Background: an optimization exercise with open tools, aiming at small area, a short achievable clock period and few clock cycles. Do not read the settings as production practice.
Only simulation tests tie the RTL to the original design; equivalence was not proved.
Power figures rest on the tool's default switching activity, not on a simulated workload.

== lane 1 ==
// lcs_diff
module lcs_diff #(
    parameter N  = 16,
    parameter TW = 8
) (
    input  wire              clk,
    input  wire              rst,
    input  wire              cmd_valid,
    output wire              cmd_ready,
    input  wire [4:0]        a_len,
    input  wire [4:0]        b_len,
    input  wire [N*TW-1:0]   a_toks,
    input  wire [N*TW-1:0]   b_toks,
    output wire              out_valid,
    input  wire              out_ready,
    output wire [1:0]        out_op,
    output wire [3:0]        out_idx,
    output wire [4:0]        out_len
);
Settings: LEC_CHECK=0, ABC_AREA=1, CAP_MARGIN=30, CORE_MARGIN=2, CORE_UTILIZATION=40, CTS_BUF_LIST=sky130_fd_sc_hd__clkbuf_8, SLEW_MARGIN=40; clock period 11.0 ns.
standard.sh (not shown) runs the stock make flow with config.mk's settings and CLKGATE_MAP_FILE= SYNTH_SCRIPT=/design/flow/synth_recipe.tcl, a recipe that flattens the netlist after the stock synthesis.
==> flow/flow/run.sh <==
#!/bin/bash
set -euo pipefail
bash standard.sh SETUP_SLACK_MARGIN=7.6 'BUFFER_PORTS_ARGS=-buffer_cell sky130_fd_sc_hd__buf_1' finish > make_finish.log 2>&1
Testbench counts of lane 1, summed over its fixed seeds: cycles 7,338.
Input changes introduced in lane 2 (baseline for comparison: lane 1):
-- flow/design.v --
<<< lane 1, line 144
    reg [15:0]   Md0, Md1;       
    reg [15:0]   Dr1r;           
    reg [15:0]   vst [0:7];
    reg [15:0]   T, X, Y, GB;
    reg          fail;
>>> lane 2, line 144
    reg [15:0]   Md0, Md1;       
    reg [15:0]   Dr1r;           
    reg [15:0]   vst [0:8];
    reg [15:0]   T, X, Y, GB;
    reg          fail;
<<< lane 1, line 162
    reg [3:0]    idx_r;
    reg          crdy_r;
    assign cmd_ready = crdy_r;
    assign out_valid = ov_r;
    assign out_op    = op_r;
>>> lane 2, line 162
    reg [3:0]    idx_r;
    reg          crdy_r;
    reg          is_post;
    reg          blk_r;          
    assign cmd_ready = crdy_r & ~blk_r;
    assign out_valid = ov_r;
    assign out_op    = op_r;
<<< lane 1, line 207
        end
    end
    wire [15:0] vin = ((e_st == E_TB) ? vst[2] : vst[0]) | {16{u_first}};
    wire [15:0] V1 = dp_row(vin, M0);
    wire [15:0] V2 = dp_row(V1, M1);
>>> lane 2, line 209
        end
    end
    wire [15:0] vin = (e_st == E_TB) ? vst[2] : vst[0];
    wire [15:0] V1 = dp_row(vin, M0);
    wire [15:0] V2 = dp_row(V1, M1);
<<< lane 1, line 290
        u_first <= idle ? 1'b1 : (ptr_d1 == 3'd0);
        u_last  <= idle ? le2  : (ptr_d1 == pm1);
        if (e_st == E_DP) begin
            vst[0] <= V2;
            for (q = 1; q < 8; q = q + 1) vst[q] <= vst[q-1];
        end else begin
            for (q = 0; q < 7; q = q + 1) vst[q] <= vst[q+1];
        end
        T    <= (e_st == E_TB) ? T2 : ~(16'hffff << b_len);
>>> lane 2, line 292
        u_first <= idle ? 1'b1 : (ptr_d1 == 3'd0);
        u_last  <= idle ? le2  : (ptr_d1 == pm1);
        if (idle || e_st == E_DP) begin
            vst[0] <= idle ? 16'hffff : V2;
            for (q = 1; q < 9; q = q + 1) vst[q] <= vst[q-1];
        end else begin
            for (q = 0; q < 8; q = q + 1) vst[q] <= vst[q+1];
        end
        T    <= (e_st == E_TB) ? T2 : ~(16'hffff << b_len);
<<< lane 1, line 399
            ov_r   <= 1'b0;
            crdy_r <= 1'b0;
        end else begin
            e_st   <= e_st_n;
>>> lane 2, line 401
            ov_r   <= 1'b0;
            crdy_r <= 1'b0;
            is_post <= 1'b0;
            blk_r   <= 1'b0;
        end else begin
            e_st   <= e_st_n;
<<< lane 1, line 409
            else if (w_step && last && r_op != OP_END)
                e_pend <= 1'b1;
            crdy_r <= (e_st_n == E_DONE || (e_st_n == E_POST && !fail_n)) && w_free_n;
        end
    end
>>> lane 2, line 413
            else if (w_step && last && r_op != OP_END)
                e_pend <= 1'b1;
            crdy_r <= (e_st_n == E_DONE || e_st_n == E_POST) && w_free_n;
            is_post <= (e_st_n == E_POST);
            blk_r   <= (e_st_n == E_POST) && fail_n;
        end
    end
[summary]
The run showing the greater critical path depth is lane 2. Lane 2 and lane 1 ended up with nearly the same worst hold slack. Lane 2 ends up with higher largest fanout on the critical path than lane 1 does. NOTE: fraction of power spent switching nets in lane 2 exceeds that of lane 1. Lane 2 — number of search-and-repair iterations in the first detailed-routing pass 1 higher, lane 1 as reference. In lane 2, the cell area after layout came out about 2% above the value in lane 1. Lane 1 gets by with fewer registers than lane 2. Post-detailed-placement half-perimeter wirelength went up by more than 10% going from lane 1 to lane 2.
Testbench counts of lane 2, summed over its fixed seeds: cycles 7,338.

---

main:
RTL: one of the versions met above, not the one the previous note started from.
For scale: about 4,000 cells after synthesis, about 280 I/O pins, about 0.028 mm2 of cells after synthesis.
export LEC_CHECK = 0
export ABC_AREA = 1
export CAP_MARGIN = 30
export CORE_MARGIN = 2
export CORE_UTILIZATION = 40
export CTS_BUF_LIST = sky130_fd_sc_hd__clkbuf_8
export SLEW_MARGIN = 40
create_clock -name core_clock -period 11.0 [get_ports {clk}]
==> flow/flow/run.sh <==
#!/bin/bash
set -euo pipefail
bash standard.sh SETUP_SLACK_MARGIN=7.4 'BUFFER_PORTS_ARGS=-buffer_cell sky130_fd_sc_hd__buf_1' finish > make_finish.log 2>&1
main completed; timing, DRC and antenna clean
Testbench counts of main, summed over its fixed seeds: cycles 7,338.
Setup changes, main to the feature branch
--- a/flow/design.v
+++ b/flow/design.v
@@ -256,21 +256,21 @@
     wire [15:0] qt1  = h1 ? (z1 << 1) : qthr;
     wire [15:0] qt2  = h2 ? (z2 << 1) : qt1;
     wire [15:0] ey2  = h1 ? ey1b : ey1;
     wire [15:0] Y1   = h1 ? ((Y & ~ey1) | l1) : Y;
     wire [15:0] Y2   = h2 ? ((Y1 & ~ey2) | l2) : Y1;
     wire        emb_end = t_last || ((Y & qthr) == 16'd0);
     always @(*) begin
         e_st_n = e_st;
         case (e_st)
         E_IDLE: if (cmd_valid)
-                    e_st_n = (a_len == 5'd0 || b_len == 5'd0) ? E_EMB : E_DP;
+                    e_st_n = (a_len == 5'd0 || b_len == 5'd0) ? E_DONE : E_DP;
         E_DP:   if (u_last) e_st_n = E_TB;
         E_TB:   if (tb_last) e_st_n = E_POST;
         E_POST: if (fail) e_st_n = emb_end ? E_DONE : E_EMB;
                 else      e_st_n = handoff ? E_IDLE : E_DONE;
         E_EMB:  if (emb_end) e_st_n = E_DONE;
         E_DONE: if (handoff) e_st_n = E_IDLE;
         default: e_st_n = E_IDLE;
         endcase
         if (!cmd_valid) e_st_n = E_IDLE;
     end
- Looking at the feature branch and main, the number of cells in the finished layout apart from fillers is a wash.
- The feature branch vs. main: die span in y went up 1.2 um; aggregate routed wire length moved down; core area saw an increase; number of cells on the critical path now sits higher; worst slew slack as a fraction of its limit went up 1.3 points.
- main ended up with met5 as its highest layer used for signal routing; the feature branch ended up with met4.
- Cell area | the feature branch vs main | the feature branch smaller
- The feature branch ran to completion and came out clean on the timing, DRC and antenna checks.
Testbench counts of the feature branch, summed over its fixed seeds: cycles 7,338.

## separate check: timing with driven ports
In the flow no input, the clock included, has a driving cell. The finished layouts below were timed again as built, in two steps.
Step 1 sets driving cells, clkbuf_16 on the clock port and buf_2 on the other inputs (assumed; they add their load-dependent delay and slew).
Step 2 adds t to the input delays and takes it off the output delays; t is the mean of the earliest and latest rising clock arrival at the registers after step 1. Input paths then give back, and output paths get back, about the clock's delay inside the block.
a / b / c = no drivers / after step 1 / after step 2; a / b = the first two.
| run | shift t [ns] | setup WS [ns] | worst hold slack (ns) | worst register clock-pin slew, ns | pins driven straight from the clock port |
|---|---|---|---|---|---|
| lane 1 | 0.722 | 7.608 / 7.555 / 6.926 | 0.329 / 0.329 / 0.329 | 0.07 / 0.07 | 1 |
| lane 2 | 0.760 | 7.499 / 7.442 / 6.893 | 0.327 / 0.327 / 0.327 | 0.08 / 0.08 | 1 |
| main | 0.758 | 7.242 / 7.177 / 6.726 | 0.327 / 0.327 / 0.327 | 0.07 / 0.07 | 1 |
| the feature branch | 0.734 | 7.385 / 7.414 / 6.680 | 0.317 / 0.317 / 0.317 | 0.07 / 0.07 | 1 |
After both steps setup and hold are still met in every run listed. For the feature branch, which loses most, drivers alone change the setup slack by +0.029 ns; drivers and shift together by -0.705 ns.
